Background: an optimization exercise with open tools, aiming at small area, a short achievable clock period and few clock cycles. Do not read the settings as production practice. Where RTL was checked, it was by simulation tests only, not by an equivalence proof against the original. Only the layout flow was run in runs 3 to 6; the RTL was not checked for function there. No activity file was given, so power comes from the tool's default toggle rates.

## config.mk

```make
export PLATFORM = sky130hd
export DESIGN_NAME = cic_checksum
export DESIGN_NICKNAME = cic_checksum
export VERILOG_FILES = /design/flow/design.v
export SDC_FILE = /design/flow/constraint.sdc
export NUM_CORES = 4
export LEC_CHECK = 0
export CAP_MARGIN = 20
export CORE_MARGIN = 2
export CORE_UTILIZATION = 40
export SETUP_SLACK_MARGIN = 5
export SLEW_MARGIN = 20
```

## constraint.sdc

```tcl
create_clock -name core_clock -period 10.0 [get_ports {clk}]
set_input_delay 2.0000 -clock core_clock [delete_from_list [all_inputs] [get_ports {clk}]]
set_output_delay 2.0000 -clock core_clock [all_outputs]
set_load 0.01 [all_outputs]
```

## design.v

```verilog
module cic_checksum (
    input  wire        clk,
    input  wire        rst,           
    input  wire [2:0]  reg_raddr,
    output reg  [31:0] reg_rdata,
    input  wire        reg_we,
    input  wire [2:0]  reg_waddr,
    input  wire [31:0] reg_wdata,
    output wire        mem_req,
    output wire [18:0] mem_addr,
    input  wire [31:0] mem_rdata
);
    localparam [31:0] POLY      = 32'hEDB8_8320;
    localparam [31:0] FP_6101   = 32'h6170_A4A1;
    localparam [31:0] FP_6102   = 32'h90BB_6CB5;
    localparam [31:0] FP_6103   = 32'h0B05_0EE0;
    localparam [31:0] FP_6106   = 32'hACC8_580A;
    localparam [31:0] SEED_6101 = 32'hF8CA_4DDC;    
    localparam [31:0] SEED_6103 = 32'hA388_6759;
    localparam [31:0] SEED_6105 = 32'hDF26_F436;
    localparam [31:0] SEED_6106 = 32'h1FEA_617A;
    function [32:0] add32;
        input [31:0] a, b;
        input        ce;
        reg   [31:0] g, p, p0;
        integer l, i, j;
        begin
            g  = a & b & {32{ce}};
            p0 = a ^ b;
            p  = p0;
            for (l = 0; l < 5; l = l + 1)
                for (i = 0; i < 32; i = i + 1)
                    if (((i >> l) & 1) == 1) begin
                        j = ((i >> l) << l) - 1;
                        g[i] = g[i] | (p[i] & g[j]);
                        p[i] = p[i] & p[j];
                    end
            add32 = {g[31], p0 ^ {g[30:0], 1'b0}};
        end
    endfunction
    function [8:0] inc8;
        input [7:0] a;
        input       c;
        reg   [8:0] q;
        integer i;
        begin
            q[0] = c;
            for (i = 1; i < 9; i = i + 1)
                q[i] = q[i-1] & a[i-1];
            inc8 = {q[8], a ^ q[7:0]};
        end
    endfunction
    function gt32;
        input [31:0] a, b;
        reg   [31:0] g, e;
        integer l, i;
        begin
            g = a & ~b;
            e = ~(a ^ b);
            for (l = 0; l < 5; l = l + 1)
                for (i = 0; i < 32; i = i + 1)
                    if (i % (2 << l) == 0) begin
                        g[i] = g[i + (1 << l)] | (e[i + (1 << l)] & g[i]);
                        e[i] = e[i + (1 << l)] & e[i];
                    end
            gt32 = g[0];
        end
    endfunction
    localparam [3:0] S_IDLE = 4'd0, S_CRC = 4'd1, S_VID = 4'd2, S_INIT = 4'd3,
                     S_MIX  = 4'd4, S_DRAIN = 4'd5, S_W1I = 4'd6, S_W1L = 4'd7,
                     S_W1E  = 4'd8, S_C0 = 4'd9, S_C1 = 4'd10, S_W0L = 4'd11,
                     S_END  = 4'd12;
    reg  [3:0]  state;
    reg  [18:0] cnt;           
    reg  [1:0]  sub;           
    reg         aux_ph;        
    reg  [4:0]  step;          
    reg         mb;            
    reg         en6;           
    reg         q1_crc, q2_crc;
    reg  [1:0]  q1_sub, q2_sub;
    reg         q1_main, q2_main, q3_main;
    reg  [31:0] d, d2;
    reg  [31:0] r;             
    reg         c6;            
    reg  [2:0]  c4;            
    reg  [31:0] t1, t2, t3, t4, t5, t6;
    reg  [31:0] fp;            
    reg  [2:0]  variant;
    reg  [31:0] buf_len;
    reg         st_busy, st_done, st_short;
    wire v5 = (variant == 3'd5);
    wire v3 = (variant == 3'd3);
    wire v6 = (variant == 3'd6);
    wire [31:0] status = {27'd0, 1'b0, st_done & st_short, st_done & ~st_short, st_done, st_busy};
    always @(*) begin
        case (reg_raddr)
            3'd1:    reg_rdata = status;
            3'd2:    reg_rdata = buf_len;
            3'd3:    reg_rdata = t6;
            3'd4:    reg_rdata = t1;
            3'd5:    reg_rdata = fp;
            3'd6:    reg_rdata = {29'd0, variant};
            default: reg_rdata = 32'd0;
        endcase
    end
    wire start = reg_we && (reg_waddr == 3'd0) && (reg_wdata == 32'h0000_0001) && !st_busy;
    wire len_ok = (buf_len[31:21] != 11'd0) || (buf_len[20] && buf_len[19:12] != 8'd0);
    wire req_crc  = (state == S_CRC);
    wire req_mix  = (state == S_MIX);
    assign mem_req  = req_crc | req_mix;
    assign mem_addr = (req_mix && aux_ph) ? (19'h001D4 + {13'd0, cnt[5:0]}) : cnt;
    wire req_main = req_mix && !aux_ph;
    wire mix_last = (cnt == 19'h403FF) && (v5 ? aux_ph : 1'b1);
    wire [18:0] cnt_inc = cnt + 19'd1;
    reg [7:0] crc_byte;
    always @(*) begin
        case (q2_sub)
            2'd0: crc_byte = d[31:24];
            2'd1: crc_byte = d[23:16];
            2'd2: crc_byte = d[15:8];
            default: crc_byte = d[7:0];
        endcase
    end
    wire [31:0] crc_acc = ~fp;
    reg  [31:0] crc_tab;
    integer k;
    always @(*) begin
        crc_tab = {24'd0, crc_acc[7:0] ^ crc_byte};
        for (k = 0; k < 8; k = k + 1)
            crc_tab = crc_tab[0] ? ((crc_tab >> 1) ^ POLY) : (crc_tab >> 1);
    end
    wire [31:0] crc_next = ~((crc_acc >> 8) ^ crc_tab);
    reg [2:0] ident;
    always @(*) begin
        if      (fp == FP_6101) ident = 3'd1;
        else if (fp == FP_6102) ident = 3'd2;
        else if (fp == FP_6103) ident = 3'd3;
        else if (fp == FP_6106) ident = 3'd6;
        else                    ident = 3'd5;
    end
    reg [31:0] seed;
    always @(*) begin
        case (variant)
            3'd1, 3'd2: seed = SEED_6101;
            3'd3:       seed = SEED_6103;
            3'd6:       seed = SEED_6106;
            default:    seed = SEED_6105;
        endcase
    end
    wire in_c1  = (state == S_C1);
    wire in_w0l = (state == S_W0L);
    wire ce     = !(in_c1 && !v3);                  
    wire [31:0] dz = d & {32{en6}};
    wire [4:0]  step_nx = (state == S_W1L || state == S_W0L) ? step + 5'd1 : step;
    wire [32:0] s6 = add32(t6, dz, ce);
    wire [63:0] m_dbl = {mem_rdata, mem_rdata};
    wire [31:0] m_rot = m_dbl[63 - mem_rdata[4:0] -: 32];
    wire [32:0] s5 = add32(t5, r, 1'b1);
    wire        gt = gt32(t2, d);
    wire [31:0] t2_term = (gt ? r : (s6[31:0] ^ dz)) & {32{q2_main}};
    wire x_d  = q3_main && v5;
    wire x_t5 = (q3_main && !v5) || in_c1;
    wire [31:0] x  = (d & {32{x_d}}) | (t5 & {32{x_t5}});
    wire [32:0] s1 = add32(t1, x ^ d2, ce);
    always @(posedge clk) begin
        case (state)
            S_W1I:        d <= t5;
            S_C0:         d <= v6 ? t6 : (t6 ^ t4);
            S_W1L, S_W0L: d <= {d[30:0], 1'b0};
            default:      d <= mem_rdata;
        endcase
        r  <= m_rot & {32{q1_main}};
        c6 <= s6[32] & q2_main;
        if (q2_main)                             d2 <= d;
        else if (state == S_C0 && !v6)           d2 <= t2;
        else if (state == S_W1L && mb)           d2 <= d;
        else                                     d2 <= 32'd0;
        mb  <= (state == S_W1I || state == S_W1L) ? t2[step_nx] : t4[step_nx];
        en6 <= q1_main || (state == S_C0 && !v6) ||
               ((state == S_C0 || (state == S_W0L && step != 5'd31)) && t4[step_nx]);
        q1_crc  <= req_crc;
        q1_sub  <= sub;
        q1_main <= req_main;
        q2_crc  <= q1_crc;
        q2_sub  <= q1_sub;
        q2_main <= q1_main;
        q3_main <= q2_main;
        if (q2_crc)
            fp <= crc_next;
        if (state == S_INIT) begin
            t1 <= seed; t2 <= seed; t3 <= seed;
            t4 <= seed; t5 <= seed; t6 <= seed;
            c4 <= 3'd0;
        end else begin
            t6 <= (state == S_C0) ? t3 : s6[31:0];
            {c4[0], t4[7:0]}   <= inc8(t4[7:0],   c6);
            {c4[1], t4[15:8]}  <= inc8(t4[15:8],  c4[0]);
            {c4[2], t4[23:16]} <= inc8(t4[23:16], c4[1]);
            t4[31:24]          <= inc8(t4[31:24], c4[2]);
            t3 <= t3 ^ dz;
            t5 <= s5[31:0];
            t2 <= t2 ^ t2_term;
            t1 <= s1[31:0];
        end
        if (rst) begin
            state    <= S_IDLE;
            st_busy  <= 1'b0;
            st_done  <= 1'b0;
            st_short <= 1'b0;
            buf_len  <= 32'd0;
            q1_crc   <= 1'b0;
            q2_crc   <= 1'b0;
            q1_main  <= 1'b0;
            q2_main  <= 1'b0;
            q3_main  <= 1'b0;
        end else begin
            if (reg_we && !st_busy && reg_waddr == 3'd2)
                buf_len <= reg_wdata;
            case (state)
                S_IDLE: begin
                    if (start) begin
                        st_done  <= !len_ok;
                        st_short <= !len_ok;
                        st_busy  <= len_ok;
                        if (len_ok) state <= S_CRC;
                        cnt <= 19'h00010;
                        sub <= 2'd0;
                        fp  <= 32'd0;
                    end
                end
                S_CRC: begin
                    sub <= sub + 2'd1;
                    if (sub == 2'd3) begin
                        cnt <= cnt_inc;
                        if (cnt == 19'h003FF) state <= S_VID;
                    end
                end
                S_VID: begin
                    if (!q1_crc && !q2_crc) begin
                        variant <= ident;
                        state   <= S_INIT;
                    end
                end
                S_INIT: begin
                    cnt    <= 19'h00400;
                    aux_ph <= 1'b0;
                    state  <= S_MIX;
                end
                S_MIX: begin
                    if (mix_last) state <= S_DRAIN;
                    if (v5) begin
                        aux_ph <= ~aux_ph;
                        if (aux_ph) cnt <= cnt_inc;
                    end else begin
                        cnt <= cnt_inc;
                    end
                end
                S_DRAIN: begin
                    step <= 5'd0;
                    if (!(q1_main || q2_main || q3_main || c6 || c4 != 3'd0))
                        state <= v6 ? S_W1I : S_C0;
                end
                S_W1I: state <= S_W1L;
                S_W1L: begin
                    step <= step + 5'd1;
                    if (step == 5'd31) state <= S_W1E;
                end
                S_W1E: state <= S_C0;
                S_C0: state <= v6 ? S_W0L : S_C1;
                S_C1: state <= S_END;
                S_W0L: begin
                    step <= step + 5'd1;
                    if (step == 5'd31) state <= S_END;
                end
                S_END: begin
                    st_busy  <= 1'b0;
                    st_done  <= 1'b1;
                    st_short <= 1'b0;
                    state    <= S_IDLE;
                end
                default: state <= S_IDLE;
            endcase
        end
    end
endmodule
```

## run.sh

```bash
#!/bin/bash
# synth_recipe.tcl (not shown) runs the flow's synth.tcl, then flattens the netlist and writes it again
# the make line also repeats each setting of config.mk as NAME=value (left out here)
make -C /OpenROAD-flow-scripts/flow DESIGN_CONFIG=/design/flow/config.mk WORK_HOME=/design/flow/orfs CLKGATE_MAP_FILE= SYNTH_SCRIPT=/design/flow/synth_recipe.tcl finish
```

==> out/qor.yml, run 1 <==
run_status: "finished clean"
place_hpwl_um: 76800
cts_htree_levels: 2
post_dp_cell_area_um2: 28400
postCtsHoldBufs: 0
final-max-slew-violation-count: 0
placement.io_buffers: 124
grt_overflow_total: 0
final_cell_mix: "393 x sky130_fd_sc_hd__nand2_1, 370 x sky130_fd_sc_hd__dfxtp_1, 240 x sky130_fd_sc_hd__nor2_1"
count_of_unresolved_drc_violations_after_routing: 0
worst_max_slew_margin_expressed_relative_to_the_limit_pct: 17.2
place_congestion: 0.974
final-instance-count-excl-fill: 4046
synth_cell_type_count: 88
path_buf_inv: 5
synth_area_per_cell_um2: 8.51
vias_per_cell: 6.11
fp.dieW_um: 260
powerDensity_nw_per_um2: 243
ctsLongestPathBuffers: 3
fmax_ghz: 0.191
area.growth.synth_to_final_pct: 15.4
total_power_w: 0.00738
finalSetupViolCount: 0
pin_count: 125
root_buffer_selected_by_cts: "sky130_fd_sc_hd__clkbuf_16"
layout_min_cycle_time_ns: 5.24
die_y_um: 260
placed_cells: 3934
design.final.nets: 3396
fin_area_um2: 30300
synthArstFlopShare_pct: 0
timing.critical_path.fanout_max: 6
drtAntennaViolNets: 0
cts.clk_slew.worst_paths_ns: 0.07
initial_core_utilization_pct: 40.2
clock_tree_from_tritoncts: "done"
grt_max_degree: 75
hold_viol: 0
synth_area_um2: 26300
critPathArrivalTime_ns: 3.24
yosysSeqAreaShare_pct: 31.9
antenna_cells_inserted: 0
placement_rows: 94
synth_top_area_cell: "sky130_fd_sc_hd__dfxtp_1"
synth_edf_count: 30
max_stage_delay_ns: 0.32
first_global_vias: 23200
fin_crit_sh_pct: 52.4
detail_route.first_pass.iterations: 9
setup_repair_after_global_routing_missed_its_margin: "true"
leading_post_synthesis_cells_by_cell_area: "sky130_fd_sc_hd__dfxtp_1 28%, sky130_fd_sc_hd__ha_1 8.3%, sky130_fd_sc_hd__xnor2_1 6.0%, sky130_fd_sc_hd__nand2_1 5.7%, sky130_fd_sc_hd__a21oi_1 4.3%"
totalNegativeSetupSlack_ns: 0
cp_top_family: "buffers and inverters"
drive_gt1_share_pct: 9.74
most_frequent_standard_cell_in_the_layout_excluding_fill_and_tap_cells: "sky130_fd_sc_hd__nand2_1"
vias: 24700
die_area_um2: 67800
fin_skew_ns: 0.0184
syn-instance-count: 3091
drtIter0Drc: 2890
worst_hold_path_type: "reg -> reg"
worstSetupEndpointType: "primary output"
required_time_reported_for_the_critical_path_endpoint_ns: 8.00
tightestPinTransition_ns: 1.24
synth_seq_cells: 404
power.leakage_nw: 12.7
yosys.area.top_type_share_pct: 28.5
post_synth_top_flop: "sky130_fd_sc_hd__dfxtp_1"
max-vdd-ir-drop_uv: 140
critical_path.most_common_cell: "sky130_fd_sc_hd__buf_12"
postRouteWirelength_um: 103000
grtUsageTotal_pct: 29.8
slowest_stage: "sky130_fd_sc_hd__a221o_1"
crit_chain: "buf_12 -> nor2b_4 -> nor2b_4 -> buf_12 -> buf_12 -> buf_4 -> a221o_1 -> buf_2"
max_cap_violations: 0
fill_cells: 6325
drt-wirelength-per-cell_um: 25.5
critPathKind: "in -> out"
first_pass_grt_wire_length_um: 152000
numClockSinks: 404
initial_antenna_violation_count: 3
cts_inserted_buffers: 48
insertion_delay_ns: 0.60
synth_warnings: 1
design.core.area_um2: 65400
critPathLaunchType: "primary input"
mappedNetlistNets: 3343
-- worst register-to-register path: stages, from the launching register on --
cell and delay (ns):
sky130_fd_sc_hd__edfxtp_1 0.32, sky130_fd_sc_hd__buf_4 0.22, sky130_fd_sc_hd__nand2_2 0.14, sky130_fd_sc_hd__or2_2 0.33, sky130_fd_sc_hd__a21o_1 0.20, sky130_fd_sc_hd__buf_6 0.20
sky130_fd_sc_hd__a22oi_1 0.33, sky130_fd_sc_hd__xnor2_2 0.19, sky130_fd_sc_hd__ha_1 0.19, sky130_fd_sc_hd__and2_1 0.12, sky130_fd_sc_hd__ha_1 0.16, sky130_fd_sc_hd__nand3_1 0.13
sky130_fd_sc_hd__o211ai_1 0.23, sky130_fd_sc_hd__o311ai_2 0.17, sky130_fd_sc_hd__o22a_1 0.27, sky130_fd_sc_hd__o22a_1 0.33, sky130_fd_sc_hd__o41ai_4 0.52, sky130_fd_sc_hd__and3_1 0.26
sky130_fd_sc_hd__a21oi_1 0.05, sky130_fd_sc_hd__o311ai_0 0.32
-- worst paths after layout --
path                                    from             to  slack, ns  cells after the start
worst max-delay path            reg_raddr[1]  reg_rdata[25]       4.76                      8
worst min-delay path               q1_sub[0]      q2_sub[0]       0.37                      0
worst min register to register     q1_sub[0]      q2_sub[0]       0.37                      0
worst max register to register    variant[0]         t1[27]       5.19                     19
-- Yosys cell counts (all sizes together) (16+ instances only) --
master,number
xor2,107
a22o,70
dfxtp,374
nor4,23
a222oi,32
xnor2,188
nor3,40
or3,17
inv,95
o211ai,24
nand3,47
mux4,42
a21o,41
o21a,16
o22ai,20
buf,31
a22oi,54
a221o,28
clkbuf,158
mux2i,75
o21ai,170
nand2,399
ha,174
and2,50
a211oi,45
a21oi,226
a31oi,31
and3,22
nand2b,20
nand4,28
nor2b,33
nor2,247
edfxtp,30
-- timing repair --
action | in CTS | in global routing
pin swaps | 4 | 5
resized for setup | 190 | 18
setup buffers | 10 | 8
setup endpoints to repair | 82 | 75
cloned | 4 | 2
-- logic make-up after synthesis --
group                    share of synthesized area [%]
XOR/XNOR                                          10.4
multiplexers                                      6.79
AO/OA/AOI/OAI                                     21.2
flip-flops                                        31.9
AND/OR/NAND/NOR                                   16.9
adder cells (fa/ha/maj)                           8.66
buffers and inverters                             4.20
-- per-stage QoR --
stage	setup WS, ns	hold WS (ns)	util (%)
floorplan	4.95	0.310	-
global placement	3.10	0.356	43.3
detailed placement	3.38	0.341	43.4
CTS	4.74	0.375	46.1
global route	4.72	0.370	46.4
finish	4.76	0.374	46.4
-- layout make-up --
type,count,area (µm²),area share (%)
repair buffers,192,1850,6.10
flip-flops and latches,404,8400,27.7
multi-input cells,2403,17100,56.3
clock buffers,72,1440,4.76
inverters,95,377,1.24
well taps,864,1080,3.56
clock inverters,16,113,0.371
-- where the power goes --
group / internal (W) / switching (W) / total (W)
Combinational: 0.00133 / 0.00156 / 0.00289
Clock: 0.00102 / 0.000747 / 0.00177
Sequential: 0.00207 / 0.000654 / 0.00273
Total: 0.00442 / 0.00297 / 0.00738
-- routing by layer --
metal | global-route usage, % | vias to the layer above | wire length, µm
li1 | - | 11300 | -
met1 | 39.7 | 12100 | 42900
met2 | 48.8 | 1178 | 47800
met3 | 4.69 | 187 | 8670
met4 | 10.6 | 0 | 3990
met5 | 0 | - | 0
Testbench counts, summed over its fixed seeds: cycles 2,121,512.
==> inputs of run 2 (changes only) <==
==> flow/run.sh (new file) <==
#!/bin/bash
# Standard layout, except that the port buffers buffer_ports inserts are
# sky130_fd_sc_hd__buf_1 instead of the delay-cell buffer it picks by default.
set -euo pipefail
export BUFFER_PORTS_ARGS="-buffer_cell sky130_fd_sc_hd__buf_1"
bash standard.sh > standard_flow.log 2>&1
==> standard.sh (new file) <==
#!/bin/bash
# synth_recipe.tcl (not shown) runs the flow's synth.tcl, then flattens the netlist and writes it again
# the make line also repeats each setting of config.mk as NAME=value (left out here)
make -C /OpenROAD-flow-scripts/flow DESIGN_CONFIG=/design/flow/config.mk WORK_HOME=/design/flow/orfs CLKGATE_MAP_FILE= SYNTH_SCRIPT=/design/flow/synth_recipe.tcl "${@:-finish}"
removed: run.sh
==> out/qor.yml, run 2 <==
internal_power_summed_over_all_cells_w: 0.00439
setup_repair_after_global_routing_missed_its_margin: "true"
post_dp_cell_area_um2: 27600
critPathLaunchType: "primary input"
insertion_delay_ns: 0.61
max-vdd-ir-drop_uv: 145
hold_viol: 0
ff2ff_setup_slack_ns: 5.20
synth-simple-area-share_pct: 16.9
worst_setup_path_endpoint: "reg_rdata[30]"
run_status: "finished clean"
root_buffer_selected_by_cts: "sky130_fd_sc_hd__clkbuf_16"
layout_min_cycle_time_ns: 5.13
fmax_ghz: 0.195
total_power_w: 0.00733
drt-wirelength-per-cell_um: 23.8
final-max-slew-violation-count: 0
drive_gt1_share_pct: 9.09
synth_warnings: 1
critPathLaunch: "reg_raddr[1]"
crit_cells: 7
main_combinational_cell_family_by_area_after_synthesis: "compound AO/OA/AOI/OAI gates"
initial_core_utilization_pct: 40.2
pin_count: 125
path_buf_inv: 3
timing.critical_path.fanout_max: 6
finalSetupViolCount: 0
power_frac_seq_pct: 37.0
switching_power_w: 0.00294
fin_area_um2: 29600
yosys.area.top_type_share_pct: 28.5
crit_chain: "buf_12 -> nor2b_4 -> nor2b_4 -> buf_12 -> a22o_1 -> a221o_1 -> buf_2"
max_stage_delay_ns: 0.27
synth_seq_cells: 404
worstRegToRegCells: 18
synth_compound_gate_area_share_pct: 21.2
synth_commonest_cells: "397 x sky130_fd_sc_hd__nand2_1, 374 x sky130_fd_sc_hd__dfxtp_1, 247 x sky130_fd_sc_hd__nor2_1"
cp_top_family: "compound AO/OA/AOI/OAI gates"
worst_hold_path_type: "reg -> reg"
post_synth_top_flop: "sky130_fd_sc_hd__dfxtp_1"
count_of_unresolved_drc_violations_after_routing: 0
initial_antenna_violation_count: 1
critPathKind: "in -> out"
most_frequent_standard_cell_in_the_layout_excluding_fill_and_tap_cells: "sky130_fd_sc_hd__nand2_1"
post_synthesis_xor_xnor_area_fraction_pct: 10.4
drtIter0Drc: 2409
die_area_um2: 67800
die_y_um: 260
first_global_vias: 21800
area.growth.synth_to_final_pct: 12.7
postRouteWirelength_um: 96100
synthAdderAreaFrac_pct: 8.66
cts.clk_slew.worst_paths_ns: 0.06
power.clock.fraction_pct: 24.3
synth_area_um2: 26300
fin_crit_sh_pct: 51.3
totalNegativeSetupSlack_ns: 0
synth_edf_count: 30
synthMuxAreaShare_pct: 6.79
syn-instance-count: 3091
numClockSinks: 404
yosysMostFrequentCell: "sky130_fd_sc_hd__nand2_1"
tightestPinTransition_ns: 1.19
fp.dieW_um: 260
cts_inserted_buffers: 47
reg2reg_from: "variant[1]"
placement_rows: 94
power.leakage_nw: 12.4
power.combinational.fraction_pct: 38.7
synth_area_per_cell_um2: 8.51
postCtsHoldBufs: 0
slowest_stage: "sky130_fd_sc_hd__a221o_1"
cts_htree_levels: 2
yosysSeqAreaShare_pct: 31.9
synthArstFlopShare_pct: 0
grtUsageTotal_pct: 27.8
final_cell_mix: "396 x sky130_fd_sc_hd__nand2_1, 369 x sky130_fd_sc_hd__dfxtp_1, 240 x sky130_fd_sc_hd__nor2_1"
grt_overflow_total: 0
fin_skew_ns: 0.0198
place_congestion: 0.966
antenna_cells_inserted: 0
grt_max_degree: 64
vias_per_cell: 5.97
worstSetupEndpointType: "primary output"
drtAntennaViolNets: 0
fill_cells: 6492
mappedNetlistNets: 3343
design.core.area_um2: 65400
detail_route.first_pass.iterations: 9
worst_r2r_endpoint: "t1[31]"
ctsLongestPathBuffers: 3
max_cap_violations: 0
worst_max_slew_margin_expressed_relative_to_the_limit_pct: 20.4
required_time_reported_for_the_critical_path_endpoint_ns: 8.00
vias: 24100
powerDensity_nw_per_um2: 247
leading_post_synthesis_cells_by_cell_area: "sky130_fd_sc_hd__dfxtp_1 28%, sky130_fd_sc_hd__ha_1 8.3%, sky130_fd_sc_hd__xnor2_1 6.0%, sky130_fd_sc_hd__nand2_1 5.7%, sky130_fd_sc_hd__a21oi_1 4.3%"
clock_tree_from_tritoncts: "done"
critPathArrivalTime_ns: 3.13
place_hpwl_um: 72000
first_pass_grt_wire_length_um: 142000
design.final.nets: 3396
synth_cell_type_count: 88
synth_top_area_cell: "sky130_fd_sc_hd__dfxtp_1"
p_sw_share_pct: 40.2
placement.io_buffers: 124
[run 2: cell counts after synthesis]
No cell type changed its count.
[run 2: timing repair]
action | CTS | global route
pin swaps | 2 | 1
gates cloned | 2 | 0
setup endpoints to repair | 40 | 64
resized for setup | 62 | 16
buffers inserted | 11 | 9
[run 2: stage by stage]
stage	utilization, %	hold WS (ns)	setup WS [ns]	instances
after floorplan	-	0.310	4.95	3091
after detailed placement	42.2	0.360	4.08	3936
after global placement	42.2	0.363	3.79	3934
after global routing	45.3	0.375	4.83	4042
after CTS	45.1	0.375	4.86	4032
final	45.3	0.377	4.87	4042
[run 2: how the worst min path moves through the flow]
stage	from	to	slack [ns]	depth (start not counted)
floorplan	q1_sub[0]	q2_sub[0]	0.31	0
global placement	q1_sub[1]	q2_sub[1]	0.36	0
detailed placement	q1_sub[0]	q2_sub[0]	0.36	0
CTS	q1_sub[0]	q2_sub[0]	0.38	0
global route	q1_sub[0]	q2_sub[0]	0.38	0
finish	q1_sub[0]	q2_sub[0]	0.38	0
[run 2: layout make-up]
type                    instances  area [µm²]  share of cell area [%]
inverters                      95         368                    1.24
well taps                     864        1080                    3.65
multi-input cells            2403       17000                    57.3
clock buffers                  68        1390                    4.68
clock inverters                15         181                   0.612
repair buffers                193        1230                    4.15
flip-flops and latches        404        8390                    28.3
[run 2: cells by family after synthesis]
group	after synthesis
buffers and inverters	284
multiplexers	125
AO/OA/AOI/OAI	833
AND/OR/NAND/NOR	968
flip-flops	404
XOR/XNOR	298
adder cells (fa/ha/maj)	179
[run 2: worst reg2reg max path, delay by kind of cell (launching register included)]
| kind | cells | cell delay, ns |
|---|---|---|
| simple gates | 3 | 0.64 |
| xor+xnor | 2 | 0.34 |
| flops | 1 | 0.51 |
| fa+ha+maj | 2 | 0.36 |
| compound gates | 10 | 2.58 |
| buf+inv | 1 | 0.20 |
[run 2: power groups by stage]
stage	clock (W)	sequential [W]	combinational [W]
2_1_floorplan	0	0.00240	0.00220
3_3_place_gp	0	0.00272	0.00274
3_5_place_dp	0	0.00272	0.00276
4_1_cts	0.00180	0.00268	0.00279
5_1_grt	0.00186	0.00275	0.00311
6_report	0.00178	0.00271	0.00283
[run 2: metal layers]
metal  GRT usage (%)  part of all wire, %  up-vias
met1            39.1                   44    11600
met3            3.75                  8.2      145
met2            43.6                   44     1036
met4            9.43                  3.3        0
met5               0                    0        -
li1                -                    -    11300
==> inputs of run 3 (changes only) <==
--- a/design.v
+++ b/design.v
@@ -77,4 +77,2 @@
     reg  [4:0]  step;          
-    reg         mb;            
-    reg         en6;           
     reg         q1_crc, q2_crc;
@@ -153,4 +151,4 @@
     wire ce     = !(in_c1 && !v3);                  
+    wire en6    = q2_main || in_c1 || (in_w0l && t4[step]);
     wire [31:0] dz = d & {32{en6}};
-    wire [4:0]  step_nx = (state == S_W1L || state == S_W0L) ? step + 5'd1 : step;
     wire [32:0] s6 = add32(t6, dz, ce);
@@ -160,3 +158,3 @@
     wire        gt = gt32(t2, d);
-    wire [31:0] t2_term = (gt ? r : (s6[31:0] ^ dz)) & {32{q2_main}};
+    wire [31:0] t2_term = gt ? r : (s6[31:0] ^ d);
     wire x_d  = q3_main && v5;
@@ -176,7 +174,4 @@
         else if (state == S_C0 && !v6)           d2 <= t2;
-        else if (state == S_W1L && mb)           d2 <= d;
+        else if (state == S_W1L && t2[step])     d2 <= d;
         else                                     d2 <= 32'd0;
-        mb  <= (state == S_W1I || state == S_W1L) ? t2[step_nx] : t4[step_nx];
-        en6 <= q1_main || (state == S_C0 && !v6) ||
-               ((state == S_C0 || (state == S_W0L && step != 5'd31)) && t4[step_nx]);
         q1_crc  <= req_crc;
@@ -202,3 +197,3 @@
             t5 <= s5[31:0];
-            t2 <= t2 ^ t2_term;
+            if (q2_main) t2 <= t2 ^ t2_term;
             t1 <= s1[31:0];
==> run.sh (new file) <==
#!/bin/bash
# synth_recipe.tcl (not shown) runs the flow's synth.tcl, then flattens the netlist and writes it again
# the make line also repeats each setting of config.mk as NAME=value (left out here)
make -C /OpenROAD-flow-scripts/flow DESIGN_CONFIG=/design/flow/config.mk WORK_HOME=/design/flow/orfs CLKGATE_MAP_FILE= SYNTH_SCRIPT=/design/flow/synth_recipe.tcl finish
removed: flow/run.sh
removed: standard.sh
==> out/qor.yml, run 3 <==
final_cell_mix: "352 x sky130_fd_sc_hd__nand2_1, 336 x sky130_fd_sc_hd__dfxtp_1, 264 x sky130_fd_sc_hd__nor2_1"
design.final.nets: 3396
most_frequent_standard_cell_in_the_layout_excluding_fill_and_tap_cells: "sky130_fd_sc_hd__nand2_1"
post_synth_top_flop: "sky130_fd_sc_hd__dfxtp_1"
grt_max_degree: 64
critPathLaunchType: "flop"
critPathArrivalTime_ns: 5.65
placement_rows: 94
holdCritStartpoint: "q1_sub[1]"
totalNegativeSetupSlack_ns: 0
insertion_delay_ns: 0.59
vias_per_cell: 6.14
die_area_um2: 67800
detail_route.first_pass.iterations: 9
synth_area_per_cell_um2: 8.80
first_pass_grt_wire_length_um: 155000
setup_repair_after_global_routing_missed_its_margin: "true"
die_y_um: 260
antenna_cells_inserted: 0
postCtsHoldBufs: 0
placement.io_buffers: 124
synthAdderAreaFrac_pct: 8.66
reg2reg_from: "step[1]"
grtUsageTotal_pct: 30.5
crit_cells: 23
main_combinational_cell_family_by_area_after_synthesis: "compound AO/OA/AOI/OAI gates"
drt-wirelength-per-cell_um: 26.4
drtIter0Drc: 2938
finalSetupViolCount: 0
design.core.area_um2: 65400
powerDensity_nw_per_um2: 131
cts.clk_slew.worst_paths_ns: 0.06
worst_r2r_endpoint: "t2[31]"
final-max-slew-violation-count: 0
power.leakage_nw: 13.1
met1_usage_pct: 39.6
first_global_vias: 23800
synth_top_area_cell: "sky130_fd_sc_hd__dfxtp_1"
synth_edf_count: 62
globalRouteMet2Util_pct: 48.1
path_buf_inv: 6
root_buffer_selected_by_cts: "sky130_fd_sc_hd__clkbuf_16"
slowest_stage: "sky130_fd_sc_hd__mux4_2"
area.growth.synth_to_final_pct: 21.4
mappedNetlistNets: 3241
synth-simple-area-share_pct: 15.6
tightestPinTransition_ns: 1.21
yosys.area.top_type_share_pct: 25.9
vias: 24800
drive_gt1_share_pct: 15.7
synth_cell_type_count: 96
yosysSeqAreaShare_pct: 33.0
synthMuxAreaShare_pct: 6.52
grt_overflow_total: 0
critical_path.most_common_cell: "sky130_fd_sc_hd__buf_4"
synth_commonest_cells: "360 x sky130_fd_sc_hd__nand2_1, 340 x sky130_fd_sc_hd__dfxtp_1, 286 x sky130_fd_sc_hd__nor2_1"
fin_crit_sh_pct: 53.5
fmax_ghz: 0.187
ff2ff_setup_slack_ns: 4.65
post-route-util_pct: 48.8
layout_min_cycle_time_ns: 5.35
synth_warnings: 1
yosysMostFrequentCell: "sky130_fd_sc_hd__nand2_1"
leading_post_synthesis_cells_by_cell_area: "sky130_fd_sc_hd__dfxtp_1 26%, sky130_fd_sc_hd__ha_1 8.3%, sky130_fd_sc_hd__edfxtp_1 7.1%, sky130_fd_sc_hd__xnor2_1 6.9%, sky130_fd_sc_hd__nand2_1 5.1%"
holdPathStages: 0
initial_core_utilization_pct: 40.2
required_time_reported_for_the_critical_path_endpoint_ns: 10.30
hold_viol: 0
cts_inserted_buffers: 45
run_status: "finished clean"
post_synthesis_xor_xnor_area_fraction_pct: 11.7
max_cap_violations: 0
max-vdd-ir-drop_uv: 124
ctsLongestPathBuffers: 3
syn-instance-count: 2989
synth_compound_gate_area_share_pct: 20.5
max_stage_delay_ns: 0.53
place_congestion: 0.973
synth_seq_cells: 402
synthArstFlopShare_pct: 0
worstSetupEndpointType: "flop"
cp_top_family: "compound AO/OA/AOI/OAI gates"
hold_crit_endpoint: "q2_sub[1]"
drtAntennaViolNets: 0
worst_max_slew_margin_expressed_relative_to_the_limit_pct: 19.3
fin_skew_ns: 0.0241
worst_hold_path_type: "reg -> reg"
timing.critical_path.fanout_max: 7
pin_count: 125
grt_util_met3_pct: 6.43
critPathKind: "reg -> reg"
global_route.peak_usage_layer: "met2"
synth_area_um2: 26300
clock_tree_from_tritoncts: "done"
place_hpwl_um: 75700
count_of_unresolved_drc_violations_after_routing: 0
initial_antenna_violation_count: 3
postRouteWirelength_um: 107000
worstRegToRegCells: 23
fp.dieW_um: 260
crit_chain: "buf_12 -> buf_4 -> mux4_2 -> mux4_2 -> mux2i_1 -> nand2_1 -> a31oi_4 -> buf_4 -> buf_12 -> buf_16 -> nor2_1 -> ha_1 -> a21oi_2 -> nor2b_4 -> o31ai_4 -> a211o_4 -> a21oi_4 -> buf_4 -> o41a_1 -> and3_4 -> o221ai_2 -> xor2_1 -> a21oi_1"
numClockSinks: 402
cts_htree_levels: 2
==> run 3: cell count changes after synthesis, sizes merged, moves of 27 or more <==
cell and delta:
edfxtp +32, nor2 +40, nand2 -38, xnor2 +27
o21ai -30, dfxtp -34
==> run 3: timing repair <==
item,in CTS,in global routing
pin swaps,82,43
buffers inserted,79,35
gates cloned,12,1
endpoints found under the setup margin,105,102
gates resized for setup,315,88
==> run 3: logic make-up (layout without fill, tap and decap cells) <==
family | after synthesis | after routing
muxes | 115 | 115
adders and majority gates | 179 | 179
xor gates and xnor gates | 319 | 319
buffers and inverters | 266 | 451
and+or+nand+nor | 914 | 920
DFF | 402 | 402
AOI/OAI and AO/OA | 794 | 794
==> run 3: routing by layer <==
metal / share of wire (%) / vias up
met1: 40 / 12100
met2: 45 / 1357
li1: - / 11100
met4: 5.5 / 2
met5: 0.014 / -
met3: 9.9 / 250
==> run 3: where the power goes <==
group / internal, W / leakage (nW) / total [W] / switching [W]
clock network: 0.000991 / 0.733 / 0.00170 / 0.000710
registers: 0.00170 / 3.40 / 0.00180 / 0.000106
logic: 0.000300 / 9.01 / 0.000664 / 0.000364
total: 0.00299 / 13.1 / 0.00417 / 0.00118
==> run 3: worst max path at each step <==
stage                  from             to  slack (ns)
2_1_floorplan  reg_raddr[0]  reg_rdata[11]        5.00
3_3_place_gp   reg_raddr[0]   reg_rdata[5]        3.16
3_5_place_dp   reg_raddr[0]  reg_rdata[18]        3.05
4_1_cts             step[1]         t2[30]        4.68
5_1_grt             step[1]         t2[17]        4.50
6_report            step[1]         t2[31]        4.65
==> run 3: layout make-up <==
| type | count | area, µm² |
|---|---|---|
| tap | 864 | 1080 |
| clock buffer | 70 | 1370 |
| inverter | 83 | 319 |
| clock inverter | 13 | 121 |
| sequential | 402 | 8670 |
| fill | 6115 | 33500 |
| timing repair buffer | 285 | 2780 |
| multi-input combinational | 2327 | 17600 |
==> run 3: metrics by stage <==
stage               setup WS (ns)  std cells  power, W  hold WS (ns)  cell area (µm²)
floorplan                    5.00       2989   0.00222         0.310            26400
global placement             3.16       3834   0.00243         0.317            28300
detailed placement           3.05       3834   0.00244         0.317            28300
CTS                          4.68       4008   0.00416         0.333            31300
global route                 4.50       4044   0.00431         0.337            31900
finish                       4.65       4044   0.00417         0.331            31900
==> run 3: worst register-to-register path, cell delays in order, from the launching register on <==
cell,delay [ns]
sky130_fd_sc_hd__edfxtp_1,0.45
sky130_fd_sc_hd__buf_12,0.19
sky130_fd_sc_hd__buf_4,0.17
sky130_fd_sc_hd__mux4_2,0.36
sky130_fd_sc_hd__mux4_2,0.53
sky130_fd_sc_hd__mux2i_1,0.18
sky130_fd_sc_hd__nand2_1,0.11
sky130_fd_sc_hd__a31oi_4,0.20
sky130_fd_sc_hd__buf_4,0.15
sky130_fd_sc_hd__buf_12,0.11
sky130_fd_sc_hd__buf_16,0.13
sky130_fd_sc_hd__nor2_1,0.07
sky130_fd_sc_hd__ha_1,0.35
sky130_fd_sc_hd__a21oi_2,0.26
sky130_fd_sc_hd__nor2b_4,0.07
sky130_fd_sc_hd__o31ai_4,0.24
sky130_fd_sc_hd__a211o_4,0.29
sky130_fd_sc_hd__a21oi_4,0.12
sky130_fd_sc_hd__buf_4,0.16
sky130_fd_sc_hd__o41a_1,0.38
sky130_fd_sc_hd__and3_4,0.16
sky130_fd_sc_hd__o221ai_2,0.14
sky130_fd_sc_hd__xor2_1,0.16
sky130_fd_sc_hd__a21oi_1,0.08
==> inputs of run 4 (changes only) <==
--- a/config.mk
+++ b/config.mk
@@ -9,3 +9,5 @@
 export CORE_MARGIN = 2
-export CORE_UTILIZATION = 40
+export CORE_UTILIZATION = 65
+export CTS_BUF_LIST = sky130_fd_sc_hd__clkbuf_4 sky130_fd_sc_hd__clkbuf_8
+export PLACE_DENSITY = 0.75
 export SETUP_SLACK_MARGIN = 5
==> out/qor.yml, run 4 <==
tightestPinTransition_ns: 1.19
placed_cells: 3492
fmax_ghz: 0.179
area.growth.synth_to_final_pct: 19.5
critPathKind: "reg -> reg"
count_of_unresolved_drc_violations_after_routing: 0
timing.critical_path.fanout_max: 8
placement.io_buffers: 124
drt-wirelength-per-cell_um: 28.1
critical_path.most_common_cell: "sky130_fd_sc_hd__buf_12"
synthAdderAreaFrac_pct: 8.66
critPathArrivalTime_ns: 5.93
required_time_reported_for_the_critical_path_endpoint_ns: 10.34
root_buffer_selected_by_cts: "sky130_fd_sc_hd__clkbuf_8"
die_y_um: 205
totalNegativeSetupSlack_ns: 0
crit_chain: "buf_12 -> buf_12 -> mux4_2 -> mux4_2 -> mux2i_1 -> nand2_1 -> a31oi_4 -> buf_12 -> nor2_1 -> ha_1 -> and4_4 -> buf_4 -> o2111ai_4 -> a211o_4 -> a2111oi_4 -> nor3_4 -> o21ai_2 -> xnor2_2 -> xnor2_1 -> o221ai_1"
finalSetupViolCount: 0
initial_core_utilization_pct: 66.0
setup_repair_after_global_routing_missed_its_margin: "true"
fin_crit_sh_pct: 55.9
design.final.nets: 3418
vias: 26800
numClockSinks: 402
mappedNetlistNets: 3241
synthMuxAreaShare_pct: 6.52
synth_area_um2: 26300
ctsLongestPathBuffers: 3
post_synthesis_xor_xnor_area_fraction_pct: 11.7
vias_per_cell: 7.15
syn-instance-count: 2989
worst_hold_path_type: "reg -> reg"
synth_commonest_cells: "360 x sky130_fd_sc_hd__nand2_1, 340 x sky130_fd_sc_hd__dfxtp_1, 286 x sky130_fd_sc_hd__nor2_1"
leading_post_synthesis_cells_by_cell_area: "sky130_fd_sc_hd__dfxtp_1 26%, sky130_fd_sc_hd__ha_1 8.3%, sky130_fd_sc_hd__edfxtp_1 7.1%, sky130_fd_sc_hd__xnor2_1 6.9%, sky130_fd_sc_hd__nand2_1 5.1%"
max_stage_delay_ns: 0.53
synth_edf_count: 62
critPathLaunchType: "flop"
synth_cell_type_count: 96
yosysSeqAreaShare_pct: 33.0
detail_route.first_pass.iterations: 10
powerDensity_nw_per_um2: 132
synth_seq_cells: 402
drive_gt1_share_pct: 16.8
power.leakage_nw: 13.2
synth-simple-area-share_pct: 15.6
initial_antenna_violation_count: 2
worstSetupEndpointType: "flop"
post_synth_top_flop: "sky130_fd_sc_hd__dfxtp_1"
run_status: "finished clean"
grt_max_degree: 76
postRouteWirelength_um: 105000
holdCritStartpoint: "q1_sub[1]"
most_frequent_standard_cell_in_the_layout_excluding_fill_and_tap_cells: "sky130_fd_sc_hd__nand2_1"
critPathLaunch: "step[0]"
synth_warnings: 1
insertion_delay_ns: 0.67
reg2reg_from: "step[0]"
yosys.area.top_type_share_pct: 25.9
yosysMostFrequentCell: "sky130_fd_sc_hd__nand2_1"
final-instance-count-excl-fill: 3745
place_congestion: 1.02
grtUsageTotal_pct: 48.2
fp.dieW_um: 205
fin_skew_ns: 0.0403
max-vdd-ir-drop_uv: 116
cts_htree_levels: 3
place_hpwl_um: 68400
cts.clk_slew.worst_paths_ns: 0.07
drtIter0Drc: 4373
postCtsHoldBufs: 0
synth_top_area_cell: "sky130_fd_sc_hd__dfxtp_1"
holdPathStages: 0
hold_viol: 0
grt_overflow_total: 0
clock_tree_from_tritoncts: "done"
final_cell_mix: "353 x sky130_fd_sc_hd__nand2_1, 337 x sky130_fd_sc_hd__dfxtp_1, 265 x sky130_fd_sc_hd__nor2_1"
synth_compound_gate_area_share_pct: 20.5
first_pass_grt_wire_length_um: 152000
first_global_vias: 24900
final-max-slew-violation-count: 0
final.hold.worst_slack_ns: 0.329
worstRegToRegCells: 20
layout_min_cycle_time_ns: 5.59
drtAntennaViolNets: 0
synthArstFlopShare_pct: 0
synth_area_per_cell_um2: 8.80
slowest_stage: "sky130_fd_sc_hd__mux4_2"
main_combinational_cell_family_by_area_after_synthesis: "compound AO/OA/AOI/OAI gates"
placement_rows: 73
die_area_um2: 42100
pin_count: 125
cts_inserted_buffers: 70
max_cap_violations: 0
design.core.area_um2: 39800
worst_max_slew_margin_expressed_relative_to_the_limit_pct: 20.5
## run 4: repair_timing
item                       CTS  global route
gates cloned                 8             2
setup buffers               82            35
pin swaps                   67            68
resized for setup          275           112
setup endpoints to repair  109           122
## run 4: where the power goes
part	switching (W)	internal, W	leakage, nW	total (W)
clock network	0.000726	0.000934	0.806	0.00166
logic	0.000377	0.000302	8.95	0.000679
registers	0.000100	0.00170	3.40	0.00180
## run 4: final timing paths
path | end | slack [ns]
min | q2_sub[1] | 0.33
max reg2reg | t2[30] | 4.41
max | t2[30] | 4.41
min reg2reg | q2_sub[1] | 0.33
## run 4: cell families after synthesis
logic type,count (synthesis)
AND/OR/NAND/NOR,914
multiplexers,115
adder cells (fa/ha/maj),179
buffers and inverters,266
AO/OA/AOI/OAI,794
XOR/XNOR,319
flip-flops,402
## run 4: area by class of cell
cell class / count / area (µm²)
Timing Repair Buffer: 282 / 2690
Antenna cell: 1 / 2.50
Clock buffer: 117 / 1450
Sequential cell: 402 / 8670
Clock inverter: 8 / 60.1
Inverter: 83 / 319
Fill cell: 2562 / 8400
Tap cell: 525 / 657
Multi-Input combinational cell: 2327 / 17600
## run 4: critical path: cells and delay by family, from the launching register on
kind            cells  cell delay [ns]
fa+ha+maj           1             0.41
xor+xnor            2             0.33
simple gates        4             0.61
buf+inv             4             0.63
mux                 3             1.12
flops               1             0.45
compound gates      6             1.68
## run 4: layer usage
metal	GRT usage, %	vias to the layer above	wire (µm)
met2	69.5	2309	42900
met5	0	-	31
li1	-	11200	-
met3	17.0	745	15200
met1	60.7	12500	37300
met4	32.3	4	9810
## run 4: through the flow
stage	worst slack (ns)	util, %	power (W)	cell area [µm²]
after floorplan	5.00	-	0.00222	26400
after global placement	3.17	69.9	0.00241	27800
after detailed placement	3.00	69.9	0.00243	27800
after CTS	4.76	77.0	0.00406	30700
after global routing	4.43	78.9	0.00423	31400
final	4.41	78.9	0.00414	31400
==> inputs of run 5 (changes only) <==
--- a/design.v
+++ b/design.v
@@ -40,6 +40,6 @@
     endfunction
-    function [8:0] inc8;
-        input [7:0] a;
-        input       c;
-        reg   [8:0] q;
+    function [31:0] inc32;
+        input [31:0] a;
+        input        c;
+        reg   [31:0] q;
         integer i;
@@ -47,5 +47,5 @@
             q[0] = c;
-            for (i = 1; i < 9; i = i + 1)
+            for (i = 1; i < 32; i = i + 1)
                 q[i] = q[i-1] & a[i-1];
-            inc8 = {q[8], a ^ q[7:0]};
+            inc32 = a ^ q;
         end
@@ -83,3 +83,2 @@
     reg         c6;            
-    reg  [2:0]  c4;            
     reg  [31:0] t1, t2, t3, t4, t5, t6;
@@ -188,9 +187,5 @@
             t4 <= seed; t5 <= seed; t6 <= seed;
-            c4 <= 3'd0;
         end else begin
             t6 <= (state == S_C0) ? t3 : s6[31:0];
-            {c4[0], t4[7:0]}   <= inc8(t4[7:0],   c6);
-            {c4[1], t4[15:8]}  <= inc8(t4[15:8],  c4[0]);
-            {c4[2], t4[23:16]} <= inc8(t4[23:16], c4[1]);
-            t4[31:24]          <= inc8(t4[31:24], c4[2]);
+            t4 <= inc32(t4, c6);
             t3 <= t3 ^ dz;
@@ -255,3 +250,3 @@
                     step <= 5'd0;
-                    if (!(q1_main || q2_main || q3_main || c6 || c4 != 3'd0))
+                    if (!(q1_main || q2_main || q3_main || c6))
                         state <= v6 ? S_W1I : S_C0;
--- a/config.mk
+++ b/config.mk
@@ -9,6 +9,3 @@
 export CORE_MARGIN = 2
-export CORE_UTILIZATION = 65
-export CTS_BUF_LIST = sky130_fd_sc_hd__clkbuf_4 sky130_fd_sc_hd__clkbuf_8
-export PLACE_DENSITY = 0.75
-export SETUP_SLACK_MARGIN = 5
+export CORE_UTILIZATION = 40
 export SLEW_MARGIN = 20
==> out/qor.yml, run 5 <==
fin_crit_sh_pct: 64.2
cts_inserted_buffers: 46
synth_edf_count: 62
detail_route.first_pass.iterations: 6
worst_max_slew_margin_expressed_relative_to_the_limit_pct: 29.7
post_cts_resize_count: 0
count_of_unresolved_drc_violations_after_routing: 0
placement_rows: 94
power.leakage_nw: 12.3
holdCritStartpoint: "q1_sub[1]"
numClockSinks: 399
power_frac_seq_pct: 38.9
syn-instance-count: 3015
initial_core_utilization_pct: 40.4
postRouteWirelength_um: 104000
vias: 24300
total_power_w: 0.00515
critPathLaunchType: "primary input"
placement.io_buffers: 124
setup_repair_after_global_routing_missed_its_margin: "false"
place_congestion: 0.990
drt-wirelength-per-cell_um: 26.3
fp.dieW_um: 262
totalNegativeSetupSlack_ns: 0
die_area_um2: 68600
synth_area_um2: 26600
yosys.area.top_type_share_pct: 25.3
place_hpwl_um: 78600
powerDensity_nw_per_um2: 170
clock_tree_from_tritoncts: "done"
cts_htree_levels: 2
required_time_reported_for_the_critical_path_endpoint_ns: 8.00
synthArstFlopShare_pct: 0
grt_overflow_total: 0
worstSetupEndpointType: "primary output"
critPathArrivalTime_ns: 4.42
layout_min_cycle_time_ns: 6.42
synth_top_area_cell: "sky130_fd_sc_hd__dfxtp_1"
power.clock.fraction_pct: 36.1
critPathLaunch: "reg_raddr[0]"
switching_power_w: 0.00167
max_cap_violations: 0
final_cell_mix: "369 x sky130_fd_sc_hd__nand2_1, 336 x sky130_fd_sc_hd__dfxtp_1, 242 x sky130_fd_sc_hd__nor2_1"
first_global_vias: 22800
grtUsageTotal_pct: 29.4
synth_cell_type_count: 105
synth_area_per_cell_um2: 8.83
pin_count: 125
drive_gt1_share_pct: 7.94
critPathKind: "in -> out"
postCtsHoldBufs: 0
leading_post_synthesis_cells_by_cell_area: "sky130_fd_sc_hd__dfxtp_1 25%, sky130_fd_sc_hd__ha_1 8.2%, sky130_fd_sc_hd__edfxtp_1 7.0%, sky130_fd_sc_hd__xnor2_1 5.6%, sky130_fd_sc_hd__nand2_1 5.2%"
ctsLongestPathBuffers: 3
first_pass_grt_wire_length_um: 150000
timing.critical_path.fanout_max: 30
tightestPinTransition_ns: 1.05
antenna_cells_inserted: 0
mappedNetlistNets: 3267
p_sw_share_pct: 32.5
hold_viol: 0
insertion_delay_ns: 0.60
worst_hold_path_type: "reg -> reg"
reg2reg_from: "c6"
fin_skew_ns: 0.0253
cts.clk_slew.worst_paths_ns: 0.06
design.final.nets: 3289
power.combinational.fraction_pct: 25.0
area.growth.synth_to_final_pct: 13.6
max-vdd-ir-drop_uv: 114
die_y_um: 262
grt_max_degree: 72
fmax_ghz: 0.156
most_frequent_standard_cell_in_the_layout_excluding_fill_and_tap_cells: "sky130_fd_sc_hd__nand2_1"
synth_commonest_cells: "371 x sky130_fd_sc_hd__nand2_1, 337 x sky130_fd_sc_hd__dfxtp_1, 247 x sky130_fd_sc_hd__nor2_1"
internal_power_summed_over_all_cells_w: 0.00348
initial_antenna_violation_count: 2
final-max-slew-violation-count: 0
synth_seq_cells: 399
yosysMostFrequentCell: "sky130_fd_sc_hd__nand2_1"
post_synth_top_flop: "sky130_fd_sc_hd__dfxtp_1"
synth_warnings: 1
yosysSeqAreaShare_pct: 32.3
design.core.area_um2: 65900
root_buffer_selected_by_cts: "sky130_fd_sc_hd__clkbuf_16"
drtAntennaViolNets: 0
run_status: "finished clean"
finalSetupViolCount: 0
drtIter0Drc: 2507
post_cts_buffers: 0
vias_per_cell: 6.17
==> run 5: cells by family (layout without fill, tap and decap cells) <==
group / after synthesis / in the layout / synth area share (%)
buf+inv: 265 / 322 / 4.01
fa+ha+maj: 182 / 182 / 8.67
mux: 132 / 132 / 7.21
compound gates: 780 / 780 / 20.0
xor+xnor: 302 / 302 / 11.0
simple gates: 955 / 955 / 16.8
flops: 399 / 399 / 32.3
==> run 5: metal layers <==
metal,wire [µm],vias up,GRT usage [%],share of wire (%)
li1,-,11100,-,-
met1,43800,11800,39.9,42
met2,46500,1212,46.9,45
met3,8670,188,4.42,8.4
met4,4680,0,12.3,4.5
met5,0,-,0,0
==> run 5: power by group through the flow <==
| stage | Clock (W) | Sequential [W] | Combinational [W] |
|---|---|---|---|
| floorplan | 0 | 0.00190 | 0.000961 |
| global placement | 0 | 0.00204 | 0.00126 |
| detailed placement | 0 | 0.00203 | 0.00127 |
| CTS | 0.00189 | 0.00200 | 0.00128 |
| global route | 0.00194 | 0.00201 | 0.00140 |
| finish | 0.00186 | 0.00200 | 0.00129 |
==> run 5: critical path: stages <==
cell	delay (ns)
sky130_fd_sc_hd__clkdlybuf4s50_1	0.81
sky130_fd_sc_hd__and3_2	0.68
sky130_fd_sc_hd__a222oi_1	0.18
sky130_fd_sc_hd__o21ai_0	0.13
sky130_fd_sc_hd__clkdlybuf4s50_1	0.61
==> run 5: cell type report <==
| cell class | count | area, µm² |
|---|---|---|
| Timing Repair Buffer | 162 | 1520 |
| Clock inverter | 15 | 231 |
| Clock buffer | 68 | 1420 |
| Inverter | 77 | 289 |
| Tap cell | 864 | 1080 |
| Multi-Input combinational cell | 2351 | 17100 |
| Sequential cell | 399 | 8610 |
| Fill cell | 6325 | 35600 |
==> run 5: worst paths after layout <==
path              cells after the start  slack [ns]      endpoint
setup / recovery                      5        3.58  reg_rdata[2]
hold / removal                        0        0.38     q2_sub[1]
setup reg to reg                     33        3.60        t4[31]
hold reg to reg                       0        0.38     q2_sub[1]
==> run 5: through the flow <==
stage                     util, %  cell area, µm²  hold WS (ns)  std cells  worst slack (ns)
after floorplan                 -           26600         0.310       3015              4.04
after global placement       43.3           28500         0.388       3852              3.23
after detailed placement     43.3           28500         0.380       3852              3.21
after CTS                    45.9           30200         0.378       3935              3.18
after global routing         45.9           30200         0.380       3936              3.36
final                        45.9           30200         0.385       3936              3.58
==> inputs of run 6 (changes only) <==
--- a/design.v
+++ b/design.v
@@ -81,4 +81,2 @@
     reg  [31:0] d, d2;
-    reg  [31:0] r;             
-    reg         c6;            
     reg  [31:0] t1, t2, t3, t4, t5, t6;
@@ -153,4 +151,4 @@
     wire [32:0] s6 = add32(t6, dz, ce);
-    wire [63:0] m_dbl = {mem_rdata, mem_rdata};
-    wire [31:0] m_rot = m_dbl[63 - mem_rdata[4:0] -: 32];
+    wire [63:0] dz_dbl = {dz, dz};
+    wire [31:0] r  = dz_dbl[63 - dz[4:0] -: 32];
     wire [32:0] s5 = add32(t5, r, 1'b1);
@@ -169,4 +167,2 @@
         endcase
-        r  <= m_rot & {32{q1_main}};
-        c6 <= s6[32] & q2_main;
         if (q2_main)                             d2 <= d;
@@ -189,3 +185,3 @@
             t6 <= (state == S_C0) ? t3 : s6[31:0];
-            t4 <= inc32(t4, c6);
+            t4 <= inc32(t4, s6[32] & q2_main);
             t3 <= t3 ^ dz;
@@ -250,3 +246,3 @@
                     step <= 5'd0;
-                    if (!(q1_main || q2_main || q3_main || c6))
+                    if (!(q1_main || q2_main || q3_main))
                         state <= v6 ? S_W1I : S_C0;
==> out/qor.yml, run 6 <==
run_status: "finished clean"
max_stage_delay_ns: 0.53
worst_r2r_endpoint: "t4[31]"
ff2ff_setup_slack_ns: 0.22
synthArstFlopShare_pct: 0
placement_rows: 93
main_combinational_cell_family_by_area_after_synthesis: "compound AO/OA/AOI/OAI gates"
post_synthesis_xor_xnor_area_fraction_pct: 11.4
first_pass_grt_wire_length_um: 167000
synth-simple-area-share_pct: 15.6
drt-wirelength-per-cell_um: 28.0
final.hold.worst_slack_ns: 0.334
initial_antenna_violation_count: 0
sequential_cell_area_um2: 7950
leading_post_synthesis_cells_by_cell_area: "sky130_fd_sc_hd__dfxtp_1 23%, sky130_fd_sc_hd__ha_1 8.4%, sky130_fd_sc_hd__edfxtp_1 7.2%, sky130_fd_sc_hd__xnor2_1 7.0%, sky130_fd_sc_hd__mux4_2 5.5%"
cts_inserted_buffers: 44
critPathKind: "reg -> reg"
detail_route.first_pass.iterations: 7
yosys.area.top_type_share_pct: 23.4
max_cap_violations: 0
grt_max_degree: 63
hold_crit_endpoint: "q2_sub[0]"
yosysSeqAreaShare_pct: 30.6
post-route-util_pct: 48.8
max-vdd-ir-drop_uv: 142
final.setup.worst_slack_ns: 0.224
power.combinational.fraction_pct: 40.8
synth_cell_type_count: 90
fin_crit_sh_pct: 97.8
grt_overflow_total: 0
numClockSinks: 366
worstSetupEndpointType: "flop"
synthMuxAreaShare_pct: 8.25
final_cell_mix: "371 x sky130_fd_sc_hd__nand2_1, 302 x sky130_fd_sc_hd__dfxtp_1, 239 x sky130_fd_sc_hd__nor2_1"
grtUsageTotal_pct: 33.6
design.final.nets: 3467
synth_area_per_cell_um2: 8.61
pin_count: 125
worst_max_slew_margin_expressed_relative_to_the_limit_pct: 25.8
critPathArrivalTime_ns: 10.20
layout_min_cycle_time_ns: 9.78
switching_power_w: 0.00289
tightestPinTransition_ns: 1.11
drtIter0Drc: 3061
drtAntennaViolNets: 0
hold_viol: 0
p_sw_share_pct: 39.5
reg2reg_from: "step[0]"
synth_seq_cells: 366
timing.critical_path.fanout_max: 5
vias_per_cell: 6.19
final-max-slew-violation-count: 0
holdCritStartpoint: "q1_sub[0]"
synth_commonest_cells: "374 x sky130_fd_sc_hd__nand2_1, 304 x sky130_fd_sc_hd__dfxtp_1, 247 x sky130_fd_sc_hd__nor2_1"
synth_top_area_cell: "sky130_fd_sc_hd__dfxtp_1"
slowest_stage: "sky130_fd_sc_hd__mux4_2"
fill_cells: 6095
mappedNetlistNets: 3270
synth_compound_gate_area_share_pct: 21.3
critical_path.most_common_cell: "sky130_fd_sc_hd__ha_2"
multi_input_area_um2: 17400
cts_htree_levels: 2
die_area_um2: 67100
first_global_vias: 24600
power.clock.fraction_pct: 24.9
yosysMostFrequentCell: "sky130_fd_sc_hd__nand2_1"
synth_area_um2: 26000
ctsLongestPathBuffers: 3
postRouteWirelength_um: 115000
powerDensity_nw_per_um2: 233
insertion_delay_ns: 0.58
design.core.area_um2: 64300
critPathLaunchType: "flop"
initial_core_utilization_pct: 40.4
most_frequent_standard_cell_in_the_layout_excluding_fill_and_tap_cells: "sky130_fd_sc_hd__nand2_1"
die_y_um: 259
place_congestion: 0.973
totalNegativeSetupSlack_ns: 0
fin_skew_ns: 0.0166
vias: 25400
place_hpwl_um: 86300
cts.clk_slew.worst_paths_ns: 0.06
synth_warnings: 1
required_time_reported_for_the_critical_path_endpoint_ns: 10.43
synthAdderAreaFrac_pct: 8.76
holdPathStages: 0
clock_tree_from_tritoncts: "done"
syn-instance-count: 3018
dp_worst_setup_slack_ns: -0.987
count_of_unresolved_drc_violations_after_routing: 0
finalSetupViolCount: 0
placement.io_buffers: 124
post_synth_top_flop: "sky130_fd_sc_hd__dfxtp_1"
internal_power_summed_over_all_cells_w: 0.00442
fmax_ghz: 0.102
power_frac_seq_pct: 34.3
worstRegToRegCells: 53
synth_edf_count: 62
drive_gt1_share_pct: 15.7
area.growth.synth_to_final_pct: 20.8
fp.dieW_um: 259
root_buffer_selected_by_cts: "sky130_fd_sc_hd__clkbuf_16"
power.leakage_nw: 13.0
worst_hold_path_type: "reg -> reg"
## run 6: kinds of logic (layout without fill, tap and decap cells)
kind of cell | count (synthesis) | count (layout)
flip-flops | 366 | 366
AO/OA/AOI/OAI | 828 | 828
buffers and inverters | 280 | 512
XOR/XNOR | 331 | 331
AND/OR/NAND/NOR | 901 | 901
other | 0 | 2
multiplexers | 133 | 133
adder cells (fa/ha/maj) | 179 | 179
## run 6: worst max path at each step
stage | from | endpoint | slack [ns] | depth (start not counted)
after global routing | step[0] | t4[31] | -0.1 | 53
after detailed placement | step[0] | t4[31] | -0.99 | 51
after global placement | step[0] | t4[30] | -0.88 | 51
final | step[0] | t4[31] | 0.22 | 53
after floorplan | step[1] | t4[31] | 0.006 | 53
after CTS | step[0] | t4[31] | 0.003 | 52
## run 6: final cells by class
class / count / share of cell area [%]
multi-input cells: 2372 / 55.4
flip-flops and latches: 366 / 25.3
repair buffers: 364 / 9.98
clock buffers: 56 / 3.97
well taps: 855 / 3.41
clock inverters: 25 / 1.15
inverters: 67 / 0.801
diodes: 2 / 0.0159
## run 6: repair_timing
item	in CTS	in global routing
endpoints found under the hold margin	0	0
setup endpoints to repair	7	4
cloned	2	0
hold buffers	0	0
buffers inserted	10	5
resized for setup	46	33
pin swaps	18	19
## run 6: metrics by stage
| stage | power (W) | cell area [µm²] | cells |
|---|---|---|---|
| after global placement | 0.00534 | 29300 | 4007 |
| after detailed placement | 0.00540 | 29300 | 4007 |
| final | 0.00731 | 31400 | 4107 |
| after floorplan | 0.00423 | 26000 | 3018 |
| after CTS | 0.00724 | 31200 | 4100 |
| after global routing | 0.00763 | 31400 | 4105 |
## run 6: routing by layer
layer  routed length [µm]  global-route usage, %  part of all wire, %  up-vias
met3                10200                   5.77                  8.9      288
met2                50200                   51.4                   44     1360
met5                    0                      0                    0        -
met1                47700                   45.1                   41    12400
li1                     -                      -                    -    11400
met4                 6990                   18.1                  6.1        0
## run 6: critical path, delay by kind of cell (launching register included)
family / cells / cell delay [ns]
multiplexers: 2 / 1.02
flip-flops: 1 / 0.35
AND/OR/NAND/NOR: 7 / 0.82
XOR/XNOR: 1 / 0.12
buffers and inverters: 4 / 0.51
AO/OA/AOI/OAI: 7 / 1.26
adder cells (fa/ha/maj): 32 / 5.51
## run 6: power groups by stage
stage / sequential [W] / combinational [W] / clock (W)
6_report: 0.00251 / 0.00298 / 0.00182
5_1_grt: 0.00253 / 0.00322 / 0.00189
4_1_cts: 0.00248 / 0.00292 / 0.00184
3_5_place_dp: 0.00251 / 0.00288 / 0
3_3_place_gp: 0.00251 / 0.00284 / 0
2_1_floorplan: 0.00225 / 0.00199 / 0

## afterwards: timing with drivers on the ports
The flow's constraints put no driver on any port. The routed layouts listed below were extracted and timed again, unchanged, in two steps.
Step 1, drivers: a clkbuf_16 drives clk and a buf_2 each remaining input, both assumed.
Step 2 adds t to the input delays and takes it off the output delays; t is the mean of the earliest and latest rising clock arrival at the registers after step 1. Input paths then give back, and output paths get back, about the clock's delay inside the block.
Slacks: ideal ports / drivers / drivers and shift; pairs: ideal ports / drivers.
run | t, ns | setup WS [ns] | worst setup path at the end
run 1 | 0.655 | 4.763 / 4.669 / 4.571 | input to register
run 2 | 0.660 | 4.867 / 4.795 / 4.657 | input to register
run 3 | 0.649 | 4.649 / 4.649 / 4.649 | register to register
run 4 | 0.707 | 4.405 / 4.405 / 4.405 | register to register
run 5 | 0.653 | 3.578 / 3.531 / 3.531 | input to output
run 6 | 0.635 | 0.224 / 0.224 / 0.224 | register to register
After both steps setup and hold are still met in every run listed. For run 2, which loses most, drivers alone change the setup slack by -0.072 ns; drivers and shift together by -0.210 ns.
